From an optimization exercise on the open Yosys and OpenROAD flow, aimed at small area; shortcuts taken in it are not production practice. Only simulation tests tie the RTL to the original design; equivalence was not proved. No activity file was given, so power comes from the tool's default toggle rates.

===== config.mk =====
export PLATFORM = sky130hd
export DESIGN_NAME = xmodem_rx
export DESIGN_NICKNAME = xmodem_rx
export VERILOG_FILES = /design/flow/design.v
export SDC_FILE = /design/flow/constraint.sdc
export NUM_CORES = 4
export LEC_CHECK = 0
export CAP_MARGIN = 0
export CORE_MARGIN = 2
export CORE_UTILIZATION = 70
export CTS_BUF_LIST = sky130_fd_sc_hd__clkbuf_8
export CTS_CLUSTER_DIAMETER = 70
export CTS_CLUSTER_SIZE = 20
export SLEW_MARGIN = 0

===== constraint.sdc =====
create_clock -name core_clock -period 8.0 [get_ports {clk}]
set_input_delay 1.6000 -clock core_clock [delete_from_list [all_inputs] [get_ports {clk}]]
set_output_delay 1.6000 -clock core_clock [all_outputs]
set_load 0.01 [all_outputs]

===== design.v =====
module xr_fifo #(
    parameter W = 2
) (
    input  wire         clk,
    input  wire         rst,
    input  wire [1:0]   push_n,    
    input  wire [W-1:0] push_d,
    input  wire         pop,
    output wire         empty,
    output wire         full,
    output wire         two_plus,  
    output wire [W-1:0] head,
    output reg  [W-1:0] popped     
);
    reg [W-1:0] sr [1:4];
    reg [2:0]   cnt;
    wire do_pop = pop && !empty;
    assign empty    = (cnt == 3'd0);
    assign full     = cnt[2];
    assign two_plus = cnt[2] | cnt[1];
    assign head     = sr[cnt];
    always @(*) begin
        case (cnt[1:0])
            2'd0:    popped = sr[1];
            2'd1:    popped = sr[2];
            2'd2:    popped = sr[3];
            default: popped = sr[4];
        endcase
    end
    always @(posedge clk) begin
        case (push_n)
            2'd1: begin
                sr[1] <= push_d; sr[2] <= sr[1]; sr[3] <= sr[2]; sr[4] <= sr[3];
            end
            2'd3: begin
                sr[1] <= push_d; sr[2] <= push_d; sr[3] <= push_d; sr[4] <= sr[1];
            end
            default: ;
        endcase
        if (rst)
            cnt <= 3'd0;
        else
            cnt <= cnt + {1'b0, push_n} - {2'b00, do_pop};
    end
endmodule
module xr_rxring (
    input  wire       clk,
    input  wire       rst,
    input  wire       push,
    input  wire [7:0] push_d,
    input  wire       consume,      
    input  wire       clr_ovf,      
    output wire       nonempty,
    output wire [7:0] head,
    output reg        overflow
);
    reg [7:0] sr [1:15];
    reg [3:0] cnt;
    wire full    = (cnt == 4'd15);
    wire push_ok = push && !full;
    assign nonempty = (cnt != 4'd0);
    assign head     = sr[cnt];
    integer i;
    always @(posedge clk) begin
        if (push_ok) begin
            sr[1] <= push_d;
            for (i = 2; i <= 15; i = i + 1)
                sr[i] <= sr[i-1];
        end
        if (rst) begin
            cnt      <= 4'd0;
            overflow <= 1'b0;
        end else begin
            if (push && full) overflow <= 1'b1;
            else if (clr_ovf) overflow <= 1'b0;
            if (push_ok && !consume)      cnt <= cnt + 4'd1;
            else if (!push_ok && consume) cnt <= cnt - 4'd1;
        end
    end
endmodule
module xmodem_rx (
    input  wire        clk,
    input  wire        rst,
    input  wire        rx_valid,
    input  wire [7:0]  rx_data,
    output wire        tx_valid,
    output wire [7:0]  tx_data,
    input  wire        tx_pop,
    input  wire        tick,
    input  wire        cmd_valid,
    input  wire [7:0]  cmd_op,
    input  wire [7:0]  cmd_arg,
    output reg         rsp_valid,
    output reg  [1:0]  rsp_status,
    output wire [31:0] rsp_data,
    output reg         buf_we,
    output wire [9:0]  buf_addr,
    output reg  [7:0]  buf_wdata,
    output wire        irq
);
    localparam [2:0] S_IDLE = 3'd0, S_WAIT_HEADER = 3'd1, S_WAIT_SEQ = 3'd2,
                     S_WAIT_CSEQ = 3'd3, S_RECEIVE_DATA = 3'd4, S_DONE = 3'd5,
                     S_CANCELLED = 3'd6, S_FAILED = 3'd7;
    localparam [1:0] ST_OK = 2'd0, ST_BUSY = 2'd1, ST_INVALID = 2'd2, ST_EMPTY = 2'd3;
    localparam [1:0] T_NAK = 2'd0, T_C = 2'd1, T_ACK = 2'd2, T_CAN = 2'd3;
    localparam [2:0] K_FRAME128 = 3'd0, K_DONE = 3'd1, K_CANCELLED = 3'd2,
                     K_BAD = 3'd3, K_TIMEOUT = 3'd4, K_FRAME1K = 3'd5;
    localparam [7:0] TIMEOUT = 8'd200;
    reg [2:0]  state;
    reg        mode;
    reg        first;
    reg [7:0]  expected_seq;
    reg [7:0]  rx_seq;
    reg        size_1k;
    reg [10:0] count;
    reg        tcount;
    reg [3:0]  retry;
    reg [7:0]  timer;
    reg [15:0] acc;           
    reg        tick_pend;
    reg [7:0]  ev_m1;         
    reg        ev_started;    
    reg        rsp_s, rsp_c, rsp_t, rsp_e;
    reg        rsp_snap;      
    wire       ring_nonempty;
    wire [7:0] ring_head;
    wire       rx_overflow;
    wire [1:0] txq_head;
    wire [3:0] evq_head;
    wire [3:0] evq_popped;
    wire       tx_full, tx_lt3, txq_empty;
    wire       ev_full, evq_empty;
    function [15:0] swap16;
        input [15:0] x;
        swap16 = {x[7:0], x[15:8]};
    endfunction
    function [15:0] step_ccitt;
        input [15:0] c;
        input [7:0]  b;
        integer i;
        reg [15:0] x;
        begin
            x = c ^ {b, 8'h00};
            for (i = 0; i < 8; i = i + 1)
                x = x[15] ? ((x << 1) ^ 16'h1021) : (x << 1);
            step_ccitt = x;
        end
    endfunction
    wire active = (state != S_IDLE) && (state <= S_RECEIVE_DATA);
    reg [2:0]  n_state;
    reg        n_mode, n_first, n_size_1k, n_tcount;
    reg [7:0]  n_expected_seq, n_rx_seq;
    reg [10:0] n_count;
    reg [3:0]  n_retry;
    reg [7:0]  n_timer;
    reg        acc_clr, acc_en;
    reg [1:0]  tx_push_n;
    reg [1:0]  tx_push_b;
    reg        ev_push;
    reg [2:0]  ev_kind;
    reg        ev_pop, clr_ovf, consume, tick_done, tick_held, byte_held;
    reg        start_ok;
    reg        n_buf_we;
    reg [1:0]  n_rsp_status;
    reg        n_rsp_s, n_rsp_c, n_rsp_t, n_rsp_e;
    reg        check_ok;
    wire [7:0] b = ring_head;
    wire data_phase = size_1k ? !count[10] : !count[7];
    wire last_trailer = !mode || tcount;
    always @(*) begin
        n_state        = state;
        n_mode         = mode;
        n_first        = first;
        n_expected_seq = expected_seq;
        n_rx_seq       = rx_seq;
        n_size_1k      = size_1k;
        n_count        = count;
        n_tcount       = tcount;
        n_retry        = retry;
        n_timer        = timer;
        acc_clr        = 1'b0;
        acc_en         = 1'b0;
        tx_push_n      = 2'd0;
        tx_push_b      = T_NAK;
        ev_push        = 1'b0;
        ev_kind        = K_FRAME128;
        ev_pop         = 1'b0;
        clr_ovf        = 1'b0;
        consume        = 1'b0;
        tick_done      = 1'b0;
        start_ok       = 1'b0;
        tick_held      = 1'b0;
        byte_held      = 1'b0;
        n_buf_we       = 1'b0;
        n_rsp_status   = ST_OK;
        n_rsp_s        = 1'b0;
        n_rsp_c        = 1'b0;
        n_rsp_t        = 1'b0;
        n_rsp_e        = 1'b0;
        check_ok       = (b == acc[7:0]) && (!mode || acc[15:8] == 8'h00);
        if (cmd_valid) begin
            case (cmd_op)
                8'h01: begin
                    case (cmd_arg)
                        8'h03:   n_rsp_s = 1'b1;
                        8'h04:   n_rsp_c = 1'b1;
                        8'h05:   n_rsp_t = 1'b1;
                        default: n_rsp_status = ST_INVALID;
                    endcase
                end
                8'h03: begin
                    if (cmd_arg != 8'd1) n_rsp_status = ST_INVALID;
                    else if (evq_empty)  n_rsp_status = ST_EMPTY;
                    else begin
                        n_rsp_e = 1'b1;
                        ev_pop  = 1'b1;
                    end
                end
                8'h20: begin
                    if (cmd_arg > 8'd1)     n_rsp_status = ST_INVALID;
                    else if (active)        n_rsp_status = ST_BUSY;
                    else if (tx_full)       n_rsp_status = ST_BUSY;
                    else begin
                        start_ok       = 1'b1;
                        n_mode         = cmd_arg[0];
                        n_first        = 1'b1;
                        n_expected_seq = 8'h01;
                        n_retry        = 4'd0;
                        n_rx_seq       = 8'd0;
                        n_size_1k      = 1'b0;
                        n_count        = 11'd0;
                        n_tcount       = 1'b0;
                        tx_push_n      = 2'd1;
                        tx_push_b      = cmd_arg[0] ? T_C : T_NAK;
                        n_state        = S_WAIT_HEADER;
                        n_timer        = TIMEOUT;
                    end
                end
                8'h21: begin
                    if (!active)     n_rsp_status = ST_INVALID;
                    else if (tx_lt3) n_rsp_status = ST_BUSY;
                    else begin
                        tx_push_n = 2'd3;
                        tx_push_b = T_CAN;
                        n_state   = S_CANCELLED;
                        n_timer   = 8'd0;
                    end
                end
                8'h22: clr_ovf = 1'b1;
                default: n_rsp_status = ST_INVALID;
            endcase
        end else begin
            if (tick_pend) begin
                if (timer == 8'd0) begin
                    tick_done = 1'b1;
                end else if (timer != 8'd1) begin
                    n_timer   = timer - 8'd1;
                    tick_done = 1'b1;
                end else if (ev_full) begin
                    tick_held = 1'b1;
                end else begin
                    n_timer   = 8'd0;
                    ev_push   = 1'b1;
                    ev_kind   = K_TIMEOUT;
                    n_state   = S_FAILED;
                    tick_done = 1'b1;
                end
            end
            if (!tick_done && ring_nonempty) begin
                case (state)
                    S_WAIT_HEADER: begin
                        case (b)
                            8'h01, 8'h02: begin
                                n_size_1k = b[1];
                                n_state   = S_WAIT_SEQ;
                            end
                            8'h04: begin
                                if (tx_full || ev_full) byte_held = 1'b1;
                                else begin
                                    tx_push_n = 2'd1; tx_push_b = T_ACK;
                                    ev_push = 1'b1; ev_kind = K_DONE;
                                    n_state = S_DONE;
                                end
                            end
                            8'h18: begin
                                if (ev_full) byte_held = 1'b1;
                                else begin
                                    ev_push = 1'b1; ev_kind = K_CANCELLED;
                                    n_state = S_CANCELLED;
                                end
                            end
                            default: ;
                        endcase
                    end
                    S_WAIT_SEQ: begin
                        n_rx_seq = b;
                        n_state  = S_WAIT_CSEQ;
                    end
                    S_WAIT_CSEQ: begin
                        if (b == ~rx_seq) begin
                            acc_clr = 1'b1;
                            n_state = S_RECEIVE_DATA;
                        end else begin
                            case (b)
                                8'h18: begin
                                    if (ev_full) byte_held = 1'b1;
                                    else begin
                                        ev_push = 1'b1; ev_kind = K_CANCELLED;
                                        n_state = S_CANCELLED;
                                    end
                                end
                                8'h04: begin
                                    if (tx_full || ev_full) byte_held = 1'b1;
                                    else begin
                                        tx_push_n = 2'd1; tx_push_b = T_ACK;
                                        ev_push = 1'b1; ev_kind = K_DONE;
                                        n_state = S_DONE;
                                    end
                                end
                                8'h06: n_state = S_WAIT_HEADER;
                                default: begin
                                    if (retry == 4'd10) begin
                                        if (ev_full) byte_held = 1'b1;
                                        else begin
                                            ev_push = 1'b1; ev_kind = K_BAD;
                                            n_state = S_FAILED;
                                        end
                                    end else begin
                                        if (tx_full) byte_held = 1'b1;
                                        else begin
                                            n_retry   = retry + 4'd1;
                                            tx_push_n = 2'd1;
                                            tx_push_b = (first && mode) ? T_C : T_NAK;
                                            n_state   = S_WAIT_HEADER;
                                        end
                                    end
                                end
                            endcase
                        end
                    end
                    S_RECEIVE_DATA: begin
                        if (data_phase) begin
                            n_buf_we = 1'b1;
                            n_count  = count + 11'd1;
                            acc_en   = 1'b1;
                        end else if (!last_trailer) begin
                            n_tcount = 1'b1;
                            acc_en   = 1'b1;
                        end else begin
                            n_count  = 11'd0;
                            n_tcount = 1'b0;
                            if (rx_seq == expected_seq && check_ok) begin
                                if (tx_full || ev_full) byte_held = 1'b1;
                                else begin
                                    ev_push        = 1'b1;
                                    ev_kind        = size_1k ? K_FRAME1K : K_FRAME128;
                                    n_expected_seq = expected_seq + 8'd1;
                                    n_retry        = 4'd0;
                                    n_first        = 1'b0;
                                    tx_push_n      = 2'd1;
                                    tx_push_b      = T_ACK;
                                    n_state        = S_WAIT_HEADER;
                                end
                            end else if (retry == 4'd10) begin
                                if (ev_full) byte_held = 1'b1;
                                else begin
                                    ev_push = 1'b1; ev_kind = K_BAD;
                                    n_state = S_FAILED;
                                end
                            end else begin
                                if (tx_full) byte_held = 1'b1;
                                else begin
                                    n_retry   = retry + 4'd1;
                                    tx_push_n = 2'd1;
                                    tx_push_b = (first && mode) ? T_C : T_NAK;
                                    n_state   = S_WAIT_HEADER;
                                end
                            end
                        end
                    end
                    default: ;
                endcase
                if (byte_held) begin
                    n_state        = state;
                    n_first        = first;
                    n_expected_seq = expected_seq;
                    n_retry        = retry;
                    n_count        = count;
                    n_tcount       = tcount;
                end else begin
                    consume = 1'b1;
                    n_timer = ((n_state != S_IDLE) && (n_state <= S_RECEIVE_DATA)) ? TIMEOUT : 8'd0;
                end
            end
        end
    end
    wire [3:0] ev_rec = {expected_seq == 8'd1, ev_kind};
    wire [15:0] crc_next = swap16(step_ccitt(swap16(acc), b));
    wire ev_adv = rsp_valid && rsp_e;    
    wire [2:0]  rsp_kind  = evq_popped[2:0];    
    wire        k_done    = (rsp_kind == K_DONE);
    wire [7:0]  ev_m1_inc = ev_m1 + 8'd1;
    wire [7:0]  ev_sq     = k_done ? ev_m1 : ev_m1_inc;
    always @(posedge clk) begin
        if (acc_clr)
            acc <= 16'h0000;
        else if (acc_en)
            acc <= {crc_next[15:8], mode ? crc_next[7:0] : acc[7:0] + b};
        if (rst)
            ev_m1 <= 8'd0;
        else if (ev_adv && !evq_empty)
            ev_m1 <= evq_head[3] ? 8'd0 : ev_m1_inc;
        else if (evq_empty && (start_ok || (ev_adv && ev_started)))
            ev_m1 <= 8'd0;
        else if (evq_empty && ev_adv && (rsp_kind == K_FRAME128 || rsp_kind == K_FRAME1K))
            ev_m1 <= ev_m1_inc;    
        if (ev_push)
            ev_started <= 1'b0;
        else if (start_ok)
            ev_started <= 1'b1;
        rsp_snap  <= n_rsp_s ? rx_overflow : txq_empty;
        rsp_status <= n_rsp_status;
        rsp_s      <= n_rsp_s;
        rsp_c      <= n_rsp_c;
        rsp_t      <= n_rsp_t;
        rsp_e      <= n_rsp_e;
        buf_wdata <= ring_head;
        if (rst) begin
            state        <= S_IDLE;
            mode         <= 1'b0;
            first        <= 1'b1;
            expected_seq <= 8'h01;
            rx_seq       <= 8'd0;
            size_1k      <= 1'b0;
            count        <= 11'd0;
            tcount       <= 1'b0;
            retry        <= 4'd0;
            timer        <= 8'd0;
            tick_pend    <= 1'b0;
            rsp_valid    <= 1'b0;
            buf_we       <= 1'b0;
        end else begin
            state        <= n_state;
            mode         <= n_mode;
            first        <= n_first;
            expected_seq <= n_expected_seq;
            rx_seq       <= n_rx_seq;
            size_1k      <= n_size_1k;
            count        <= n_count;
            tcount       <= n_tcount;
            retry        <= n_retry;
            timer        <= n_timer;
            tick_pend    <= (tick_pend && !tick_done) || tick;
            rsp_valid    <= cmd_valid;
            buf_we       <= n_buf_we;
        end
    end
    wire [31:0] w_status = {rx_seq, 4'd0, retry, expected_seq, timer != 8'd0,
                            rsp_snap, first, mode, 1'b0, state};
    wire [31:0] w_count  = {17'd0, rsp_snap, size_1k, 1'b0, tcount, count};
    wire [31:0] w_timer  = {24'd0, timer};
    wire [31:0] w_event  = {5'd0, rsp_kind == K_FRAME1K, 2'd0, rsp_kind == K_FRAME128,
                            7'd0, ev_sq, 5'b00100,
                            rsp_kind[2] & ~rsp_kind[0], rsp_kind[1],
                            rsp_kind[0] & ~rsp_kind[2]};
    assign rsp_data = ({32{rsp_s}} & w_status) | ({32{rsp_c}} & w_count) |
                      ({32{rsp_t}} & w_timer)  | ({32{rsp_e}} & w_event);
    xr_rxring u_ring (
        .clk      (clk),
        .rst      (rst),
        .push     (rx_valid),
        .push_d   (rx_data),
        .consume  (consume),
        .clr_ovf  (clr_ovf),
        .nonempty (ring_nonempty),
        .head     (ring_head),
        .overflow (rx_overflow)
    );
    xr_fifo #(.W(2)) u_txq (
        .clk    (clk),
        .rst    (rst),
        .push_n (tx_push_n),
        .push_d (tx_push_b),
        .pop      (tx_pop),
        .empty    (txq_empty),
        .full     (tx_full),
        .two_plus (tx_lt3),
        .head     (txq_head),
        .popped   ()
    );
    xr_fifo #(.W(4)) u_evq (
        .clk    (clk),
        .rst    (rst),
        .push_n ({1'b0, ev_push}),
        .push_d (ev_rec),
        .pop      (ev_pop),
        .empty    (evq_empty),
        .full     (ev_full),
        .two_plus (),
        .head     (evq_head),
        .popped   (evq_popped)
    );
    assign tx_valid = !txq_empty;
    assign tx_data  = (txq_head == T_NAK) ? 8'h15 :
                      (txq_head == T_C)   ? 8'h43 :
                      (txq_head == T_ACK) ? 8'h06 : 8'h18;
    assign irq      = !evq_empty;
    assign buf_addr = count[9:0] - 10'd1;
endmodule

===== flow/run.sh =====
#!/bin/bash
set -euo pipefail
HERE=$(pwd)
FLOWDIR=$HERE/flow

# ORFS synthesis script with the ABC script replaced
sed 's#^\(  *\)log_cmd abc {\*}$abc_args#\1set abc_args [lreplace $abc_args 1 1 '"$FLOWDIR"'/area.script]\n\1log_cmd abc {*}$abc_args#' \
    "$FLOW_HOME/scripts/synth.tcl" > "$HERE/own_synth_orfs.tcl"
grep -q "area.script" "$HERE/own_synth_orfs.tcl"

# The standard flow's synthesis wrapper, sourcing the script above
sed 's#source \$::env(SCRIPTS_DIR)/synth.tcl#source '"$HERE"'/own_synth_orfs.tcl#' \
    "$HERE/synth_recipe.tcl" > "$HERE/own_synth.tcl"
grep -q "own_synth_orfs.tcl" "$HERE/own_synth.tcl"

bash "$HERE/standard.sh" \
    "SYNTH_SCRIPT=$HERE/own_synth.tcl" \
    "BUFFER_PORTS_ARGS=-buffer_cell sky130_fd_sc_hd__buf_1" \
    "CTS_ARGS=-sink_clustering_enable -repair_clock_nets -sink_clustering_size 20 -sink_clustering_max_diameter 70 -buf_list sky130_fd_sc_hd__clkbuf_8 -dont_use_dummy_load" \
    finish > "$HERE/flow_make.log" 2>&1
test -s "$HERE/out/final.def"

===== flow/area.script =====
strash
balance -l; resub -K 6 -l; rewrite -l; resub -K 6 -N 2 -l; refactor -l; resub -K 8 -l; balance -l; resub -K 8 -N 2 -l; rewrite -l; resub -K 10 -l; rewrite -z -l; resub -K 10 -N 2 -l; balance -l; resub -K 12 -l; refactor -z -l; resub -K 12 -N 2 -l; rewrite -z -l; balance -l
dch -f
amap -m -A 8 -F 4
topo
strash
dch -f
amap -m -A 8 -F 4
topo
strash
dch -f
amap -m -A 8 -F 4
topo

===== standard.sh =====
#!/bin/bash
# synth_recipe.tcl (not shown) runs the flow's synth.tcl, then flattens the netlist and writes it again
# the make line also repeats each setting of config.mk as NAME=value (left out here)
make -C /OpenROAD-flow-scripts/flow DESIGN_CONFIG=/design/flow/config.mk WORK_HOME=/design/flow/orfs CLKGATE_MAP_FILE= SYNTH_SCRIPT=/design/flow/synth_recipe.tcl "${@:-finish}"

==> metrics.yaml, run 1 <==
grt:
  grt_pass1_wl_mm: 49.9
  grt_overflow_total: 0
  grt_max_degree: 87
  track_usage: 0.359
  first_global_vias: 9526
  antenna_found_initial: 0
floorplan:
  die_w_um: 132
  core-area_um2: 16000
  rows: 46
  io_pins: 94
  start_util: 0.720
  die-area_um2: 17500
  dieHeight_um: 132
flow_run:
  cap_viol_max_count: 0
power_and_ir_drop:
  p_leak_nw: 4.07
  power_density_nw_per_um2: 280
  peakVddDrop_mv: 0.359
yosys:
  ys.flop_type: "edfxtp_1"
  synth_cell_types: 45
  async_flop_share: 0
  syn_area_um2: 11500
  synth_edf_count: 144
  yosysSeqAreaShare: 0.549
  synth.avg_cell_area_um2: 9.55
  syn_inst: 1205
  ys_seq_elements: 244
  synth_warnings: 21
cts:
  postCtsSetupRepairBufs: 0
  cts_buffers: 16
  cts_tree: "built"
  cts_resized: 0
  cts.htree.levels: 1
  cts_root_buffer: "clkbuf_8"
  clkLatencyLatePin_ns: 0.54
  clk_pin_slew_ns: 0.12
  cts_num_sinks: 244
  clk_path_buf_depth: 3
  ctsHoldBuffers: 0
setup_path:
  endpoint_kind: "flop"
  r2r_cells: 29
  criticalPathCategory: "reg2reg"
  max_stage_delay_ns: 0.58
  required_ns: 8.47
  slowest_stage: "a2111oi_1"
  endpoint: "u_ring.cnt[3]$_SDFFE_PP0P_"
  path_common_cell: "nor2_1"
  r2r-end: "u_ring.cnt[3]$_SDFFE_PP0P_"
  reg2reg_slack_ns: 1.06
  arrival_ns: 7.41
  cp_max_fo: 8
  r2r-start: "u_ring.cnt[0]$_SDFFE_PP0P_"
  startpoint: "u_ring.cnt[0]$_SDFFE_PP0P_"
  cp-start-kind: "flop"
timing:
  hold_viol_final: 0
  finClkSkew_ns: 0.0385
  max_freq_mhz: 144
  setup_viol: 0
  fin_crit_ns: 6.94
  slew_violations: 0
  fin_crit_sh: 0.868
  finalSetupTns_ns: 0
  slew_headroom: 0.218
  rsz0062_at_grt: "no"
  worst_pin_slew_ns: 1.16
  whs_ns: 0.445
finish:
  diodes: 0
  area_growth_pct: 7.90
  drive_gt1_frac: 0.0235
  nets: 1384
placement:
  gp_congestion: 1.03
  io_buffers: 88
  hpwl_mm: 23.3
detailed_routing:
  drtIter0Drc: 1383
  wl_per_cell_um: 20.7
  vias: 10300
  first_pass_iters: 8
  routed_wl_mm: 31.8
  drc: 0
  ant_nets: 0
  vias_per_cell: 6.68
min_path:
  min_path_type: "reg2reg"
  holdPathStages: 0
  hp-start: "u_ring.sr[4][6]$_DFFE_PP_"
status:
  status: "finished clean"
-- worst min path at each step --
stage	end	slack [ns]
6_report	u_ring.sr[5][6]$_DFFE_PP_	0.45
5_1_grt	u_ring.sr[10][7]$_DFFE_PP_	0.45
4_1_cts	u_ring.sr[5][6]$_DFFE_PP_	0.44
3_5_place_dp	u_evq.sr[3][1]$_DFFE_PP_	0.43
3_3_place_gp	u_evq.sr[3][1]$_DFFE_PP_	0.43
2_1_floorplan	rsp_snap$_DFF_P_	0.42
-- cells in the final DEF, fill, tap and decap left out, types with 10 or more instances in the layout --
cell      Yosys  final
clkbuf_8      0     16
a21oi_1      79     79
buf_1         1     87
nand2_1      58     58
nor3_1       54     54
o21ai_0      63     63
nor2_1      207    207
nand4_1      18     18
o22ai_1      62     62
a222oi_1     16     16
a31oi_1      10     10
a22oi_1      47     47
edfxtp_1    144    144
nand3_1      18     18
ha_1         29     29
buf_4         5     12
a221oi_1     23     23
clkinv_1    173    173
dfxtp_1     100    100
-- power breakdown --
| part | total [mW] | leakage [nW] | switching [mW] | internal [mW] |
|---|---|---|---|---|
| Clock | 0.546 | 0.115 | 0.364 | 0.182 |
| Combinational | 1.34 | 1.75 | 0.897 | 0.445 |
| Sequential | 1.58 | 2.21 | 0.118 | 1.47 |
| Total | 3.47 | 4.07 | 1.38 | 2.09 |
-- worst max-delay path: cells and delay by family, from the launching register on --
family,cells,cell delay (ns)
adders and majority gates,3,0.98
buffers and inverters,5,1.10
and+or+nand+nor,10,1.31
AOI/OAI and AO/OA,11,3.05
DFF,1,0.43
-- through the flow --
step / power, mW / std cells / setup slack (ns) / area (um2) / utilization
after floorplan: 2.50 / 1209 / 1.48 / 11500 / -
after global placement: 2.85 / 1519 / 1.50 / 12200 / 0.763
after detailed placement: 2.89 / 1519 / 1.34 / 12200 / 0.763
after CTS: 3.43 / 1535 / 1.31 / 12400 / 0.776
after global routing: 3.65 / 1535 / 0.451 / 12400 / 0.776
final: 3.47 / 1535 / 1.06 / 12400 / 0.776
-- cell usage after synthesis, types with 8 or more instances --
master | n | area [um2]
nor2b_1 | 10 | 62.6
nand3_1 | 18 | 90.1
nand4_1 | 18 | 113
a31oi_1 | 10 | 62.6
a222oi_1 | 16 | 160
nand2_1 | 58 | 218
o221ai_1 | 8 | 70.1
clkinv_1 | 173 | 649
nor2_1 | 207 | 777
a221oi_1 | 23 | 201
ha_1 | 29 | 363
edfxtp_1 | 144 | 4320
nor3_1 | 54 | 270
a21oi_1 | 79 | 395
o22a_1 | 8 | 70.1
o22ai_1 | 62 | 388
a22oi_1 | 47 | 353
dfxtp_1 | 100 | 2000
nor4_1 | 10 | 62.6
or2_0 | 8 | 50.1
o21ai_0 | 63 | 315
-- kinds of logic (layout without fill, tap and decap cells) --
kind of cell	Yosys count	after routing	synth area share
buffers and inverters	179	289	0.0600
other	1	5	0.000326
AOI/OAI and AO/OA	358	358	0.205
DFF	244	244	0.549
adders and majority gates	33	33	0.0385
and+or+nand+nor	390	390	0.147
-- cell type report --
type                    count  area, um2
flip-flops and latches    244       6330
multi-input cells         786       4540
fillers                  1102       3580
inverters                 173        649
repair buffers            100        422
well taps                 216        270
clock buffers              16        220
-- sequential cells by signal, summed over array words and instances (netlist names), 11 cells and up --
name and cells:
acc 16, count 11, u_evq.sr 16, u_ring.sr 120
-- per-layer routing --
metal	vias up	part of all wire	global-route usage	wire (um)
met4	0	0.050	0.159	1600
met3	130	0.12	0.0780	3920
met5	-	0	0	0
li1	4701	-	-	-
met2	785	0.46	0.573	14600
met1	4644	0.37	0.476	11800
==> run 2: changes to the inputs <==
--- a/design.v
+++ b/design.v
@@ -113,5 +113,5 @@
     reg [7:0]  rx_seq;
     reg        size_1k;
-    reg [10:0] count;
+    reg [10:0] count_m1;      
     reg        tcount;
     reg [3:0]  retry;
@@ -151,5 +151,5 @@
     reg        n_mode, n_first, n_size_1k, n_tcount;
     reg [7:0]  n_expected_seq, n_rx_seq;
-    reg [10:0] n_count;
+    reg [10:0] n_count_m1;
     reg [3:0]  n_retry;
     reg [7:0]  n_timer;
@@ -166,4 +166,5 @@
     reg        check_ok;
     wire [7:0] b = ring_head;
+    wire [10:0] count = count_m1 + 11'd1;
     wire data_phase = size_1k ? !count[10] : !count[7];
     wire last_trailer = !mode || tcount;
@@ -175,5 +176,5 @@
         n_rx_seq       = rx_seq;
         n_size_1k      = size_1k;
-        n_count        = count;
+        n_count_m1     = count_m1;
         n_tcount       = tcount;
         n_retry        = retry;
@@ -229,5 +230,5 @@
                         n_rx_seq       = 8'd0;
                         n_size_1k      = 1'b0;
-                        n_count        = 11'd0;
+                        n_count_m1     = 11'h7FF;
                         n_tcount       = 1'b0;
                         tx_push_n      = 2'd1;
@@ -342,5 +343,5 @@
                         if (data_phase) begin
                             n_buf_we = 1'b1;
-                            n_count  = count + 11'd1;
+                            n_count_m1 = count;
                             acc_en   = 1'b1;
                         end else if (!last_trailer) begin
@@ -348,5 +349,5 @@
                             acc_en   = 1'b1;
                         end else begin
-                            n_count  = 11'd0;
+                            n_count_m1 = 11'h7FF;
                             n_tcount = 1'b0;
                             if (rx_seq == expected_seq && check_ok) begin
@@ -386,5 +387,5 @@
                     n_expected_seq = expected_seq;
                     n_retry        = retry;
-                    n_count        = count;
+                    n_count_m1     = count_m1;
                     n_tcount       = tcount;
                 end else begin
@@ -433,5 +434,5 @@
             rx_seq       <= 8'd0;
             size_1k      <= 1'b0;
-            count        <= 11'd0;
+            count_m1     <= 11'h7FF;
             tcount       <= 1'b0;
             retry        <= 4'd0;
@@ -447,5 +448,5 @@
             rx_seq       <= n_rx_seq;
             size_1k      <= n_size_1k;
-            count        <= n_count;
+            count_m1     <= n_count_m1;
             tcount       <= n_tcount;
             retry        <= n_retry;
@@ -506,4 +507,4 @@
                       (txq_head == T_ACK) ? 8'h06 : 8'h18;
     assign irq      = !evq_empty;
-    assign buf_addr = count[9:0] - 10'd1;
+    assign buf_addr = count_m1[9:0];
 endmodule
--- a/flow/run.sh
+++ b/flow/run.sh
@@ -17,5 +17,5 @@
     "SYNTH_SCRIPT=$HERE/own_synth.tcl" \
     "BUFFER_PORTS_ARGS=-buffer_cell sky130_fd_sc_hd__buf_1" \
-    "CTS_ARGS=-sink_clustering_enable -repair_clock_nets -sink_clustering_size 20 -sink_clustering_max_diameter 70 -buf_list sky130_fd_sc_hd__clkbuf_8 -dont_use_dummy_load" \
+    "CTS_ARGS=-sink_clustering_enable -repair_clock_nets -sink_clustering_size 16 -sink_clustering_max_diameter 60 -buf_list sky130_fd_sc_hd__clkbuf_8 -dont_use_dummy_load" \
     finish > "$HERE/flow_make.log" 2>&1
 test -s "$HERE/out/final.def"
--- a/config.mk
+++ b/config.mk
@@ -10,5 +10,6 @@
 export CORE_UTILIZATION = 70
 export CTS_BUF_LIST = sky130_fd_sc_hd__clkbuf_8
-export CTS_CLUSTER_DIAMETER = 70
-export CTS_CLUSTER_SIZE = 20
+export CTS_CLUSTER_DIAMETER = 60
+export CTS_CLUSTER_SIZE = 16
+export GPL_TIMING_DRIVEN = 0
 export SLEW_MARGIN = 0
==> run 2 against run 1 <==
The layout now fails its checks (max-capacitance violations). Highest routed layer unchanged. Area after synthesis decreased by 0.36%. Combinational power increased by 38%. Clock skew decreased by 0.0019 ns. Synthesized cell count decreased by 2.5%.
==> metrics.yaml, run 2 <==
flow_run:
  cap_viol_max_count: 1  # +1
timing:
  fin_crit_ns: 7.42  # +0.482 ns
  finClkSkew_ns: 0.0366  # -0.00192 ns
  setup_viol: 0  # unchanged
  worst_pin_slew_ns: 1.48  # +0.312 ns
  slew_violations: 0  # unchanged
  rsz0062_at_grt: "no"
  hold_viol_final: 0  # unchanged
  max_freq_mhz: 135  # -6.5%
  fin_crit_sh: 0.928  # +0.0603
  timing.final.ws_setup_ns: 0.576  # -0.482 ns
  slew_headroom: 0.00808  # -0.210
placement:
  hpwl_mm: 22.3  # -4.6%
  pre_cts_slack_ns: 0.946  # -0.394 ns
  io_buffers: 88  # unchanged
  gp_congestion: 0.955  # -7.2%
  dp.cells: 1488  # -2.0%
  place_area_um2: 12200  # about the same
status:
  status: "finished with violations"
  failed_checks: "max-capacitance violations"
yosys:
  yosysSeqAreaShare: 0.551  # +0.00198
  synth_edf_count: 144  # unchanged
  synth_top_area_cell: "edfxtp_1"
  yosys-top-cells-count: "nor2_1, clkinv_1, edfxtp_1, dfxtp_1, o21ai_0"
  synth_top_family_by_area: "compound AO/OA/AOI/OAI gates"
  ys_seq_elements: 244  # unchanged
  synthAdderAreaFrac: 0.0375  # -0.000952
  async_flop_share: 0  # unchanged
  synth.most_common_cell: "nor2_1"
  syn_inst: 1175  # -2.5%
  synth_cell_types: 49  # +8.9%
  synth_warnings: 21  # unchanged
  syn_area_um2: 11500  # -0.36%
  synth_area_leaders: "edfxtp_1, dfxtp_1, nor2_1, clkinv_1, a22oi_1"
  ys.flop_type: "edfxtp_1"
  synthXorXnorAreaFrac: 0  # unchanged
  synthMuxAreaShare: 0  # unchanged
  synth.avg_cell_area_um2: 9.76  # +2.2%
  netlist.area_leader.share: 0.377  # +0.00135
  synth-simple-area-share: 0.136  # -0.0109
  synth-compound-area-share: 0.212  # +0.00674
setup_path:
  cp_max_fo: 9  # +1
  r2r-start: "u_ring.cnt[3]$_SDFFE_PP0P_"
  critPathBufInv: 5  # unchanged
  cp_top_family: "simple AND/OR/NAND/NOR gates"
  slowest_stage: "nor2_1"
  r2r-end: "u_ring.cnt[3]$_SDFFE_PP0P_"
  endpoint_kind: "flop"
  reg2reg_slack_ns: 0.58  # -0.48 ns
  max_stage_delay_ns: 0.74  # +0.16 ns
  arrival_ns: 7.89  # +0.48 ns
  required_ns: 8.47  # about the same
  cp-start-kind: "flop"
  r2r_cells: 25  # -14%
  criticalPathCategory: "reg2reg"
min_path:
  min_path_type: "reg2reg"
  hp-start: "u_ring.sr[11][0]$_DFFE_PP_"
  holdPathStages: 0  # unchanged
  min_to: "u_ring.sr[12][0]$_DFFE_PP_"
floorplan:
  core-area_um2: 15900  # -0.36%
  dieHeight_um: 132  # -0.17%
  die_w_um: 132  # -0.17%
  rows: 46  # unchanged
  die-area_um2: 17400  # -0.35%
  start_util: 0.720  # about the same
  io_pins: 94  # unchanged
finish:
  final_common_cell: "nor2_1"
  max_flop_register: "u_ring.sr"
  finalInstanceArea_um2: 12500  # +0.43%
  reg.largest.list: "u_ring.sr (120), acc (16), u_evq.sr (16)"
  fillerInstances: 1063  # -3.5%
  largest_reg_flops: 120  # unchanged
  nets: 1356  # -2.0%
  diodes: 0  # unchanged
  area_growth_pct: 8.76
  final_cell_mix: "nor2_1, clkinv_1, edfxtp_1"
  drive_gt1_frac: 0.0364  # +0.0129
  stdcell_count: 1508  # -1.8%
cts:
  ctsHoldBuffers: 0  # unchanged
  cts.htree.levels: 1  # unchanged
  cts_tree: "built"
  cts_buffers: 19  # +3
  cts_resized: 0  # unchanged
  clk_path_buf_depth: 3  # unchanged
  cts_root_buffer: "clkbuf_8"
  cts_num_sinks: 244  # unchanged
  clkLatencyLatePin_ns: 0.54  # about the same
  clk_pin_slew_ns: 0.10  # -0.02 ns
  postCtsSetupRepairBufs: 0  # unchanged
power_and_ir_drop:
  peakVddDrop_mv: 0.479  # +33%
  power_density_nw_per_um2: 326  # +17%
  p_leak_nw: 4.14  # +1.6%
grt:
  grt_overflow_total: 0  # unchanged
  track_usage: 0.346  # -0.0133
  grt_max_degree: 47  # -46%
  first_global_vias: 9046  # -5.0%
  grt_pass1_wl_mm: 47.8  # -4.3%
  antenna_found_initial: 0  # unchanged
detailed_routing:
  vias: 10000  # -2.3%
  first_pass_iters: 6  # -2
  routed_wl_mm: 30.6  # -4.0%
  drtIter0Drc: 1523  # +10%
  wl_per_cell_um: 20.3  # -2.3%
  vias_per_cell: 6.65  # -0.57%
  drc: 0  # unchanged
  ant_nets: 0  # unchanged
[run 2: changes by cell type after synthesis, moves of 4 or more]
cell / delta
a21oi_1: -9
a221oi_1: -5
a22oi_1: +16
buf_4: +10
clkinv_1: -11
nor2_1: -39
nor3_1: -10
nor4_1: +4
o211ai_1: +4
o21ai_0: +14
[run 2: how the worst max path moves through the flow]
stage	from	slack [ns]	endpoint	cells after the start
detailed placement	u_ring.cnt[3]$_SDFFE_PP0P_	0.95	u_ring.cnt[3]$_SDFFE_PP0P_	25
global route	u_ring.cnt[3]$_SDFFE_PP0P_	0.31	u_ring.cnt[3]$_SDFFE_PP0P_	25
CTS	u_ring.cnt[3]$_SDFFE_PP0P_	0.94	u_ring.cnt[3]$_SDFFE_PP0P_	25
global placement	u_ring.cnt[0]$_SDFFE_PP0P_	-0.08	u_evq.cnt[1]$_SDFF_PP0_	20
finish	u_ring.cnt[3]$_SDFFE_PP0P_	0.58	u_ring.cnt[3]$_SDFFE_PP0P_	25
floorplan	rx_valid	1.47	u_ring.cnt[3]$_SDFFE_PP0P_	11
[run 2: per-stage QoR]
stage	power, mW	utilization	TNS (ns)	hold slack (ns)
finish	4.06	0.783	0	0.445
global route	4.31	0.783	0	0.456
CTS	4.01	0.781	0	0.449
detailed placement	3.43	0.765	0	0.435
global placement	3.37	0.758	-0.136	0.427
floorplan	2.92	-	0	0.425
[run 2: logic make-up after synthesis]
logic type / count (synthesis)
AND/OR/NAND/NOR: 351
other: 1
adder cells (fa/ha/maj): 32
buffers and inverters: 178
AO/OA/AOI/OAI: 369
flip-flops: 244
[run 2: cell type report]
| type | instances | area, um2 | share of cell area |
|---|---|---|---|
| flip-flops and latches | 244 | 6330 | 0.507 |
| multi-input cells | 757 | 4470 | 0.359 |
| inverters | 162 | 608 | 0.0487 |
| repair buffers | 94 | 422 | 0.0338 |
| well taps | 216 | 270 | 0.0217 |
| clock buffers | 19 | 262 | 0.0210 |
| plain buffers | 16 | 116 | 0.00933 |
[run 2: per-layer routing]
metal  share of wire  up-vias  track usage
met5               0        -            0
met4           0.033        0        0.116
li1                -     4625            -
met2            0.44      705        0.528
met3            0.13       90       0.0681
met1            0.40     4602        0.501
[run 2: worst reg2reg max path, delay by kind of cell, from the launching register on]
family / cells / cell delay [ns]
AND/OR/NAND/NOR: 10 / 2.40
AO/OA/AOI/OAI: 7 / 1.93
buffers and inverters: 5 / 1.61
adder cells (fa/ha/maj): 3 / 1.03
flip-flops: 1 / 0.41
[run 2: power by group]
group	switching (mW)	total [mW]	internal, mW
registers	0.124	1.62	1.49
clock network	0.381	0.595	0.214
logic	1.23	1.85	0.618
total	1.74	4.06	2.32
==> run 3: changes to the inputs <==
--- a/config.mk
+++ b/config.mk
@@ -12,4 +12,3 @@
 export CTS_CLUSTER_DIAMETER = 60
 export CTS_CLUSTER_SIZE = 16
-export GPL_TIMING_DRIVEN = 0
 export SLEW_MARGIN = 0
==> run 3 against run 2 <==
The run now finishes clean. Die area is the same. Fmax is 10% higher. Combinational power barely moved. Wire length is 3.9% higher. First-iteration DRC count up 6.4%. Worst hold slack lost 0.035 ns. Highest routed layer unchanged.
==> metrics.yaml, run 3 <==
min_path:
  min_path_type: "reg2reg"
  hp-start: "u_evq.sr[2][2]$_DFFE_PP_"
finish:
  drive_gt1_frac: 0.0288  # -0.00761
  final_common_cell: "nor2_1"
  max_flop_register: "u_ring.sr"
  final_cell_mix: "nor2_1, clkinv_1, edfxtp_1"
  reg.largest.list: "u_ring.sr (120), acc (16), u_evq.sr (16)"
  nets: 1350  # -0.44%
  area_growth_pct: 7.81
  largest_reg_flops: 120  # unchanged
  fillerInstances: 1103  # +3.8%
  diodes: 0  # unchanged
  stdcell_count: 1502  # -0.40%
placement:
  gp_congestion: 1.05  # +10%
  pre_cts_slack_ns: 1.60  # +0.657 ns
  dp.cells: 1482  # -0.40%
  io_buffers: 88  # unchanged
  hpwl_mm: 23.2  # +4.4%
yosys:
  yosysSeqAreaShare: 0.551  # unchanged
  ys_seq_elements: 244  # unchanged
  synth_area_leaders: "edfxtp_1, dfxtp_1, nor2_1, clkinv_1, a22oi_1"
  synth_cell_types: 49  # unchanged
  synth_top_area_cell: "edfxtp_1"
  synth.most_common_cell: "nor2_1"
  synth_warnings: 21  # unchanged
  synth.avg_cell_area_um2: 9.76  # unchanged
  ys.flop_type: "edfxtp_1"
  syn_inst: 1175  # unchanged
  async_flop_share: 0  # unchanged
  synth_edf_count: 144  # unchanged
  yosys-top-cells-count: "nor2_1, clkinv_1, edfxtp_1, dfxtp_1, o21ai_0"
  netlist.area_leader.share: 0.377  # unchanged
  syn_area_um2: 11500  # unchanged
grt:
  grt_pass1_wl_mm: 49.6  # +3.9%
  antenna_found_initial: 0  # unchanged
  grt_overflow_total: 0  # unchanged
  track_usage: 0.358  # +0.0119
  grt_max_degree: 80  # +70%
  first_global_vias: 9231  # +2.0%
setup_path:
  required_ns: 8.47  # about the same
  slowest_stage: "nor2_1"
  endpoint_kind: "flop"
  startpoint: "u_ring.cnt[3]$_SDFFE_PP0P_"
  max_stage_delay_ns: 0.58  # -0.16 ns
  criticalPathCategory: "reg2reg"
  arrival_ns: 7.20  # -0.69 ns
  cp-start-kind: "flop"
  cp_top_family: "simple AND/OR/NAND/NOR gates"
  r2r-start: "u_ring.cnt[3]$_SDFFE_PP0P_"
  cp_max_fo: 9  # unchanged
  critPathBufInv: 5  # unchanged
power_and_ir_drop:
  swShare: 0.427  # -0.000995
  seqPwrFrac: 0.398  # about the same
  intPower_mw: 2.34  # +0.60%
  peakVddDrop_mv: 0.394  # -18%
  p_comb_frac: 0.453  # -0.003
  p_sw_mw: 1.74  # +0.19%
  pwr-share-clk: 0.149  # +0.003
  p_leak_nw: 4.10  # -0.82%
  power_density_nw_per_um2: 330  # +1.3%
detailed_routing:
  first_pass_iters: 6  # unchanged
  drtIter0Drc: 1620  # +6.4%
  ant_nets: 0  # unchanged
  wl_per_cell_um: 21.1  # +4.4%
  routed_wl_mm: 31.8  # +3.9%
  vias: 10100  # +0.49%
  vias_per_cell: 6.71  # +0.89%
  drc: 0  # unchanged
floorplan:
  die-area_um2: 17400  # unchanged
  dieHeight_um: 132  # unchanged
  die_w_um: 132  # unchanged
  rows: 46  # unchanged
  start_util: 0.720  # unchanged
  io_pins: 94  # unchanged
  core-area_um2: 15900  # unchanged
timing:
  max_freq_mhz: 148  # +10%
  rsz0062_at_grt: "no"
  setup_viol: 0  # unchanged
  fin_crit_sh: 0.842  # -0.0862
  fin_crit_ns: 6.73  # -0.689 ns
  timing.final.ws_setup_ns: 1.27  # +0.689 ns
  finClkSkew_ns: 0.0736  # +0.0370 ns
  slew_headroom: 0.0934  # +0.0853
  finalSetupTns_ns: 0  # unchanged
  worst_pin_slew_ns: 1.35  # -0.127 ns
  slew_violations: 0  # unchanged
  hold_viol_final: 0  # unchanged
cts:
  clk_pin_slew_ns: 0.11  # about the same
  ctsHoldBuffers: 0  # unchanged
  cts_buffers: 20  # +1
  cts_tree: "built"
  clkLatencyLatePin_ns: 0.56  # +0.02 ns
  cts_root_buffer: "clkbuf_8"
  cts.htree.levels: 1  # unchanged
  clk_path_buf_depth: 3  # unchanged
  cts_resized: 0  # unchanged
  postCtsSetupRepairBufs: 0  # unchanged
  cts_num_sinks: 244  # unchanged
status:
  status: "finished clean"
flow_run:
  cap_viol_max_count: 0  # -1
[run 3: cell count changes in the layout (fill, tap and decap cells not counted), sizes merged]
cell | previous run | this run
buf | 110 | 102
clkbuf | 19 | 21
[run 3: metal layers]
metal | share of wire | routed length, um | track usage
met5 | 0 | 0 | 0
met4 | 0.025 | 787 | 0.0954
met3 | 0.13 | 4030 | 0.0700
met2 | 0.45 | 14300 | 0.555
met1 | 0.40 | 12700 | 0.521
[run 3: layout make-up]
| type | instances | area, um2 | area share |
|---|---|---|---|
| flip-flops and latches | 244 | 6330 | 0.511 |
| multi-input cells | 757 | 4440 | 0.359 |
| inverters | 162 | 608 | 0.0492 |
| repair buffers | 103 | 444 | 0.0359 |
| clock buffers | 20 | 275 | 0.0223 |
| well taps | 216 | 270 | 0.0219 |
[run 3: cells by family (layout without fill, tap and decap cells)]
family / Yosys count / count (layout) / synth area share
AOI/OAI and AO/OA: 369 / 369 / 0.212
and+or+nand+nor: 351 / 351 / 0.136
adders and majority gates: 32 / 32 / 0.0375
DFF: 244 / 244 / 0.551
other: 1 / 5 / 0.000327
buffers and inverters: 178 / 285 / 0.0631
[run 3: final timing paths]
path | slack, ns | cells after the start | endpoint
worst max-delay path | 1.27 | 25 | u_ring.cnt[3]$_SDFFE_PP0P_
worst min-delay path | 0.41 | 0 | u_evq.sr[3][2]$_DFFE_PP_
worst max register to register | 1.27 | 25 | u_ring.cnt[3]$_SDFFE_PP0P_
worst min register to register | 0.41 | 0 | u_evq.sr[3][2]$_DFFE_PP_
[run 3: power groups by stage]
stage          clock (mW)  sequential (mW)  combinational, mW
2_1_floorplan           0             1.61               1.30
3_3_place_gp            0             1.64               1.76
3_5_place_dp            0             1.64               1.79
4_1_cts             0.607             1.62               1.80
5_1_grt             0.646             1.64               2.04
6_report            0.610             1.62               1.85
[run 3: stage by stage]
step / cell area, um2 / hold slack (ns) / util / power [mW]
after global routing: 12400 / 0.427 / 0.776 / 4.32
after global placement: 12100 / 0.428 / 0.759 / 3.40
after floorplan: 11500 / 0.425 / - / 2.92
final: 12400 / 0.410 / 0.776 / 4.08
after detailed placement: 12100 / 0.436 / 0.759 / 3.43
after CTS: 12400 / 0.412 / 0.776 / 4.02
==> run 4: changes to the inputs <==
==> flow/area.script (replaced) <==
strash
balance -l; resub -K 6 -l; rewrite -l; resub -K 6 -N 2 -l; refactor -l; resub -K 8 -l; balance -l; resub -K 8 -N 2 -l; rewrite -l; resub -K 10 -l; rewrite -z -l; resub -K 10 -N 2 -l; balance -l; resub -K 12 -l; refactor -z -l; resub -K 12 -N 2 -l; rewrite -z -l; balance -l
balance -l; resub -K 6 -l; rewrite -l; resub -K 6 -N 2 -l; refactor -l; resub -K 8 -l; balance -l; resub -K 8 -N 2 -l; rewrite -l; resub -K 10 -l; rewrite -z -l; resub -K 10 -N 2 -l; balance -l; resub -K 12 -l; refactor -z -l; resub -K 12 -N 2 -l; rewrite -z -l; balance -l
&get -n
&dch -f
&nf -R 1000 -p
&put
==> run 4 against run 3 <==
Sequential share of layout area down 0.19 points. Area after synthesis up 0.92%. Worst hold slack improved by 0.027 ns. Critical path type unchanged. Wire length down 6.2%. Register-to-register slack better by 0.095 ns. Total power shrank 5.8%. Combinational power fell by 12%. Core utilization decreased by 1.6 points. Flip-flop and latch count is the same. Still clean. Worst setup slack gained 0.095 ns. First-iteration DRC count is 14% lower. Clock-buffer cell count down 1.
==> metrics.yaml, run 4 <==
setup_path:
  cp_max_fo: 10  # +1
  r2r-start: "u_ring.cnt[0]$_SDFFE_PP0P_"
  reg2reg_slack_ns: 1.36  # +0.10 ns
  arrival_ns: 7.07  # -0.13 ns
  r2r-end: "u_txq.cnt[2]$_SDFF_PP0_"
  startpoint: "u_ring.cnt[0]$_SDFFE_PP0P_"
  cp-start-kind: "flop"
  r2r_cells: 24  # -4.0%
  endpoint_kind: "flop"
  required_ns: 8.43  # -0.04 ns
  criticalPathCategory: "reg2reg"
cts:
  cts_buffers: 19  # -5.0%
  cts_root_buffer: "clkbuf_8"
  cts_num_sinks: 244  # unchanged
  clk_path_buf_depth: 3  # unchanged
  cts_resized: 0  # unchanged
  clkLatencyLatePin_ns: 0.54  # -0.02 ns
  cts.htree.levels: 1  # unchanged
  ctsHoldBuffers: 0  # unchanged
  clk_pin_slew_ns: 0.11  # about the same
  postCtsSetupRepairBufs: 0  # unchanged
  cts_tree: "built"
yosys:
  synthXorXnorAreaFrac: 0.0363  # +0.0363
  synth_top_area_cell: "edfxtp_1"
  yosys-top-cells-count: "edfxtp_1, nor2_1, dfxtp_1, a21oi_1, nand2_1"
  synthAdderAreaFrac: 0.0372  # -0.000341
  synth-simple-area-share: 0.170  # +0.0339
  synthMuxAreaShare: 0.0121  # +0.0121
  synth_area_leaders: "edfxtp_1, dfxtp_1, nor2_1, a21oi_1, ha_1"
  synth.most_common_cell: "edfxtp_1"
  synth_top_family_by_area: "compound AO/OA/AOI/OAI gates"
  synth.avg_cell_area_um2: 10.5  # +7.7%
  async_flop_share: 0  # unchanged
  ys.flop_type: "edfxtp_1"
  syn_area_um2: 11600  # +0.92%
  netlist.area_leader.share: 0.374  # -0.00342
  synth_warnings: 21  # unchanged
  synth_cell_types: 58  # +18%
  synth-compound-area-share: 0.172  # -0.0397
  yosysSeqAreaShare: 0.546  # -0.00501
  synth_edf_count: 144  # unchanged
  syn_inst: 1101  # -6.3%
  ys_seq_elements: 244  # unchanged
power_and_ir_drop:
  p_sw_mw: 1.54  # -12%
  peakVddDrop_mv: 0.402  # +2.1%
  seqPwrFrac: 0.423  # +0.025
  p_leak_nw: 4.17  # +1.6%
  p_total_mw: 3.85  # -5.8%
  intPower_mw: 2.30  # -1.4%
  pwr-share-clk: 0.154  # +0.005
  power_density_nw_per_um2: 310  # -6.1%
  swShare: 0.401  # -0.0264
  p_comb_frac: 0.423  # -0.030
grt:
  grt_max_degree: 93  # +16%
  grt_overflow_total: 0  # unchanged
  antenna_found_initial: 0  # unchanged
  grt_pass1_wl_mm: 46.8  # -5.7%
  first_global_vias: 8864  # -4.0%
  track_usage: 0.334  # -0.0231
timing:
  timing.final.ws_setup_ns: 1.36  # +0.0953 ns
  slew_headroom: 0.164  # +0.0711
  setup_viol: 0  # unchanged
  finClkSkew_ns: 0.0484  # -0.0253 ns
  rsz0062_at_grt: "no"
  max_freq_mhz: 151  # +1.4%
  worst_pin_slew_ns: 1.24  # -0.106 ns
  slew_violations: 0  # unchanged
  hold_viol_final: 0  # unchanged
  fin_crit_sh: 0.830  # -0.0119
  fin_crit_ns: 6.64  # -0.0953 ns
  finalSetupTns_ns: 0  # unchanged
finish:
  nets: 1268  # -6.1%
  final_util: 0.759  # -0.0164
  stdcell_count: 1424  # -5.2%
  final_cell_mix: "edfxtp_1, nor2_1, dfxtp_1"
  drive_gt1_frac: 0.0266  # -0.00219
  diodes: 0  # unchanged
  area_growth_pct: 7.23
  largest_reg_flops: 120  # unchanged
  reg.largest.list: "u_ring.sr (120), acc (16), u_evq.sr (16)"
  final_common_cell: "edfxtp_1"
  max_flop_register: "u_ring.sr"
placement:
  dp.cells: 1405  # -5.2%
  io_buffers: 88  # unchanged
  hpwl_mm: 21.2  # -8.6%
  pre_cts_slack_ns: 1.62  # +0.0180 ns
  gp_congestion: 1.01  # -4.5%
detailed_routing:
  routed_wl_mm: 29.8  # -6.2%
  wl_per_cell_um: 20.9  # -1.1%
  drc: 0  # unchanged
  drtIter0Drc: 1392  # -14%
  ant_nets: 0  # unchanged
  first_pass_iters: 6  # unchanged
  vias_per_cell: 6.69  # -0.28%
  vias: 9521  # -5.5%
floorplan:
  rows: 47  # +2.2%
  die_w_um: 133  # +0.44%
  core-area_um2: 16300  # +2.5%
  dieHeight_um: 133  # +0.44%
  start_util: 0.708  # -0.0114
  io_pins: 94  # unchanged
  die-area_um2: 17600  # +0.89%
min_path:
  min_path_type: "reg2reg"
  min_to: "u_ring.sr[9][0]$_DFFE_PP_"
  holdPathStages: 0  # unchanged
  hp-start: "u_ring.sr[8][0]$_DFFE_PP_"
flow_run:
  cap_viol_max_count: 0  # unchanged
status:
  status: "finished clean"
==> run 4: changes by cell type in the layout (fill, tap and decap cells not counted), moves of 14 or more <==
cell,change
clkinv_1,-112
o22ai_1,-41
nor2_1,-35
o21ai_0,-31
xnor2_1,+26
xor2_1,+22
and2_0,+19
nand2b_1,+19
a22oi_1,-18
nand2_1,+16
a221oi_1,-14
==> run 4: per-layer routing <==
metal | global-route usage | share of wire | vias up
met5 | 0 | 0 | -
met4 | 0.0812 | 0.026 | 0
met3 | 0.0529 | 0.093 | 71
met2 | 0.543 | 0.47 | 568
met1 | 0.479 | 0.41 | 4535
li1 | - | - | 4347
==> run 4: layout make-up <==
cell class / count / area [um2]
sequential: 244 / 6330
clock buffer: 19 / 262
timing repair buffer: 95 / 384
tap: 220 / 275
fill: 1170 / 3930
inverter: 50 / 188
multi-input combinational: 796 / 4980
==> run 4: power groups by stage <==
stage	clock network, mW	registers (mW)	logic [mW]
4_1_cts	0.596	1.62	1.60
2_1_floorplan	0	1.61	1.19
6_report	0.592	1.63	1.63
3_5_place_dp	0	1.65	1.58
3_3_place_gp	0	1.64	1.54
5_1_grt	0.633	1.64	1.78
==> run 4: worst max path at each step <==
stage	end	slack, ns	cells after the start
3_5_place_dp	u_txq.cnt[2]$_SDFF_PP0_	1.62	24
5_1_grt	u_txq.cnt[2]$_SDFF_PP0_	1.10	24
4_1_cts	u_txq.cnt[1]$_SDFF_PP0_	1.61	23
6_report	u_txq.cnt[2]$_SDFF_PP0_	1.36	24
2_1_floorplan	u_ring.cnt[3]$_SDFFE_PP0P_	1.49	10
3_3_place_gp	u_txq.cnt[2]$_SDFF_PP0_	1.94	22
==> run 4: worst max-delay path, cell delays in order (launching register included) <==
cell	delay [ns]
dfxtp_1	0.56
nand2_1	0.17
nor3_1	0.88
a222oi_1	0.27
nand4_1	0.16
o22ai_1	0.20
clkinv_1	0.18
ha_1	0.31
nor2_1	0.14
o21ai_0	0.09
a2111o_1	0.29
nor4_1	0.33
nand4_1	0.27
nor2b_1	0.51
and3_1	0.32
a21o_1	0.10
a21oi_1	0.04
o21ai_0	0.34
nor3_1	0.16
ha_1	0.33
clkinv_1	0.06
ha_1	0.20
fa_1	0.39
o21bai_1	0.15
a21oi_1	0.05
==> run 4: cell families (layout without fill, tap and decap cells) <==
family	count (synthesis)	count (layout)
flops	244	244
mux	10	10
buf+inv	65	164
simple gates	402	402
compound gates	299	299
xor+xnor	48	48
fa+ha+maj	32	32
other cells	1	5
==> run 4: through the flow <==
step / cell area [um2] / hold WS (ns)
global route: 12400 / 0.459
detailed placement: 12200 / 0.432
global placement: 12200 / 0.424
CTS: 12400 / 0.427
floorplan: 11600 / 0.421
finish: 12400 / 0.437
==> run 5: changes to the inputs <==
==> flow/area.script (replaced) <==
strash
balance -l; resub -K 6 -l; rewrite -l; resub -K 6 -N 2 -l; refactor -l; resub -K 8 -l; balance -l; resub -K 8 -N 2 -l; rewrite -l; resub -K 10 -l; rewrite -z -l; resub -K 10 -N 2 -l; balance -l; resub -K 12 -l; refactor -z -l; resub -K 12 -N 2 -l; rewrite -z -l; balance -l
dch -f
amap -m -A 8 -F 4
topo
strash
dch -f
amap -m -A 8 -F 4
topo
strash
dch -f
amap -m -A 8 -F 4
topo
--- a/config.mk
+++ b/config.mk
@@ -8,5 +8,5 @@
 export CAP_MARGIN = 0
 export CORE_MARGIN = 2
-export CORE_UTILIZATION = 70
+export CORE_UTILIZATION = 80
 export CTS_BUF_LIST = sky130_fd_sc_hd__clkbuf_8
 export CTS_CLUSTER_DIAMETER = 60
==> run 5 against run 4 <==
Fmax decreased by 7.1%. Still clean. Clock skew decreased by 0.020 ns. First-iteration DRC count increased by 120%. Highest routed layer unchanged. Largest power group is now combinational logic.
==> metrics.yaml, run 5 <==
timing:
  slew_violations: 0  # unchanged
  slew_headroom: 0.212  # +0.0471
  finalSetupTns_ns: 0  # unchanged
  hold_viol_final: 0  # unchanged
  rsz0062_at_grt: "no"
  fin_crit_ns: 7.15  # +0.508 ns
  max_freq_mhz: 140  # -7.1%
  worst_pin_slew_ns: 1.17  # -0.0701 ns
  finClkSkew_ns: 0.0288  # -0.0195 ns
  setup_viol: 0  # unchanged
  fin_crit_sh: 0.893  # +0.0635
placement:
  hpwl_mm: 25.7  # +21%
  gp_congestion: 1.10  # +9.1%
  dp.cells: 1445  # +2.8%
  io_buffers: 88  # unchanged
  place_area_um2: 12000  # -0.93%
cts:
  ctsHoldBuffers: 0  # unchanged
  cts_root_buffer: "clkbuf_8"
  cts_num_sinks: 244  # unchanged
  cts_resized: 0  # unchanged
  cts_buffers: 19  # unchanged
  cts_tree: "built"
  clk_pin_slew_ns: 0.11  # about the same
  cts.htree.levels: 1  # unchanged
  postCtsSetupRepairBufs: 0  # unchanged
  clk_path_buf_depth: 3  # unchanged
  clkLatencyLatePin_ns: 0.55  # about the same
power_and_ir_drop:
  p_leak_nw: 4.10  # -1.7%
  power_density_nw_per_um2: 341  # +10%
  peakVddDrop_mv: 0.460  # +15%
yosys:
  synth_edf_count: 144  # unchanged
  synth.most_common_cell: "nor2_1"
  synth_top_area_cell: "edfxtp_1"
  netlist.area_leader.share: 0.377  # +0.00342
  yosysSeqAreaShare: 0.551  # +0.00501
  syn_inst: 1175  # +6.7%
  ys_seq_elements: 244  # unchanged
  synth_warnings: 21  # unchanged
  async_flop_share: 0  # unchanged
  ys.flop_type: "edfxtp_1"
  syn_area_um2: 11500  # -0.91%
  yosys-top-cells-count: "nor2_1, clkinv_1, edfxtp_1, dfxtp_1, o21ai_0"
  synth_cell_types: 49  # -16%
  synth_area_leaders: "edfxtp_1, dfxtp_1, nor2_1, clkinv_1, a22oi_1"
  synth.avg_cell_area_um2: 9.76  # -7.1%
finish:
  finalInstanceArea_um2: 12300  # -0.81%
  reg.largest.list: "u_ring.sr (120), acc (16), u_evq.sr (16)"
  area_growth_pct: 7.34
  drive_gt1_frac: 0.0280  # +0.00144
  final_common_cell: "nor2_1"
  largest_reg_flops: 120  # unchanged
  nets: 1349  # +6.4%
  max_flop_register: "u_ring.sr"
  stdcell_count: 1467  # +3.0%
  final_cell_mix: "nor2_1, clkinv_1, edfxtp_1"
floorplan:
  die-area_um2: 15300  # -13%
  start_util: 0.823  # +0.115
  io_pins: 94  # unchanged
  core-area_um2: 13900  # -15%
  rows: 43  # -8.5%
  dieHeight_um: 124  # -6.7%
  die_w_um: 124  # -6.7%
detailed_routing:
  vias_per_cell: 7.62  # +14%
  drtIter0Drc: 3028  # +120%
  vias: 11200  # +17%
  ant_nets: 0  # unchanged
  wl_per_cell_um: 25.0  # +20%
  routed_wl_mm: 36.7  # +23%
  drc: 0  # unchanged
  first_pass_iters: 12  # +6
setup_path:
  slowest_stage: "nor2_1"
  criticalPathCategory: "reg2reg"
  required_ns: 8.48  # +0.05 ns
  cp_max_fo: 9  # -1
  arrival_ns: 7.63  # +0.56 ns
  max_stage_delay_ns: 0.68  # -0.20 ns
  cp-start-kind: "flop"
  endpoint_kind: "flop"
grt:
  first_global_vias: 10300  # +17%
  grt_max_degree: 71  # -24%
  grt_overflow_total: 0  # unchanged
  track_usage: 0.498  # +0.163
  grt_pass1_wl_mm: 56.9  # +22%
  antenna_found_initial: 2  # +2
flow_run:
  cap_viol_max_count: 0  # unchanged
min_path:
  min_path_type: "reg2reg"
status:
  status: "finished clean"
run 5: layout make-up:
class / instances / area, um2
diodes: 2 / 5.00
fillers: 641 / 1620
multi-input cells: 757 / 4440
inverters: 162 / 608
flip-flops and latches: 244 / 6330
well taps: 180 / 225
clock buffers: 19 / 262
repair buffers: 103 / 444
run 5: path summary, 6_finish.rpt:
check                           slack, ns                    endpoint  cells past startpoint                        from
worst max-delay path                 0.85  u_ring.cnt[3]$_SDFFE_PP0P_                     25  u_ring.cnt[3]$_SDFFE_PP0P_
worst min-delay path                 0.44    u_evq.sr[4][1]$_DFFE_PP_                      0    u_evq.sr[3][1]$_DFFE_PP_
worst max register to register       0.85  u_ring.cnt[3]$_SDFFE_PP0P_                     25  u_ring.cnt[3]$_SDFFE_PP0P_
worst min register to register       0.44    u_evq.sr[4][1]$_DFFE_PP_                      0    u_evq.sr[3][1]$_DFFE_PP_
run 5: metal layers:
metal | GRT usage | up-vias | wire (um)
met4 | 0.290 | 0 | 3130
met1 | 0.610 | 4893 | 11700
li1 | - | 4581 | -
met3 | 0.240 | 390 | 6380
met5 | 0.0313 | - | 0
met2 | 0.715 | 1320 | 15500
run 5: logic make-up after synthesis:
kind of cell | synth area share
compound gates | 0.212
other cells | 0.000327
flops | 0.551
simple gates | 0.136
buf+inv | 0.0631
fa+ha+maj | 0.0375
run 5: stage by stage:
| stage | hold slack, ns | setup WS, ns | utilization | power (mW) |
|---|---|---|---|---|
| 2_1_floorplan | 0.425 | 1.47 | - | 2.92 |
| 3_3_place_gp | 0.431 | 1.92 | 0.864 | 3.34 |
| 3_5_place_dp | 0.434 | 1.40 | 0.864 | 3.45 |
| 4_1_cts | 0.444 | 1.24 | 0.883 | 4.06 |
| 5_1_grt | 0.468 | 0.609 | 0.884 | 4.38 |
| 6_report | 0.439 | 0.853 | 0.884 | 4.20 |
run 5: report_power, final:
part / internal, mW / switching [mW] / total [mW]
sequential: 1.49 / 0.149 / 1.64
clock: 0.215 / 0.394 / 0.609
combinational: 0.625 / 1.32 / 1.95
run 5: worst max-delay path: cells and delay by family (launching register included):
family / cells / cell delay (ns)
AO/OA/AOI/OAI: 7 / 1.86
adder cells (fa/ha/maj): 3 / 0.93
buffers and inverters: 5 / 1.38
flip-flops: 1 / 0.44
AND/OR/NAND/NOR: 10 / 2.47

[static timing again, ports no longer ideal]
Ports are ideal in the flow. The routed layouts listed here were re-timed in OpenROAD. Step 1 assumes that a clkbuf_16 drives the clock port and a buf_2 every other input. Step 2 moves the port delays by t, midway between the first and last clock arrival at a register: inputs arrive t later, outputs are due t later. That takes back most of the time a late clock gives input paths. a / b / c = ideal / step 1 / step 2; a / b = the first two.
| run | t (ns) | setup WS [ns] | cell pins on the clock port's net |
|---|---|---|---|
| run 1 | 0.561 | 1.058 / 1.058 / 1.058 | 1 |
| run 2 | 0.561 | 0.576 / 0.576 / 0.576 | 1 |
| run 3 | 0.560 | 1.266 / 1.266 / 1.266 | 1 |
| run 4 | 0.557 | 1.361 / 1.361 / 1.361 | 1 |
| run 5 | 0.571 | 0.853 / 0.853 / 0.853 | 1 |
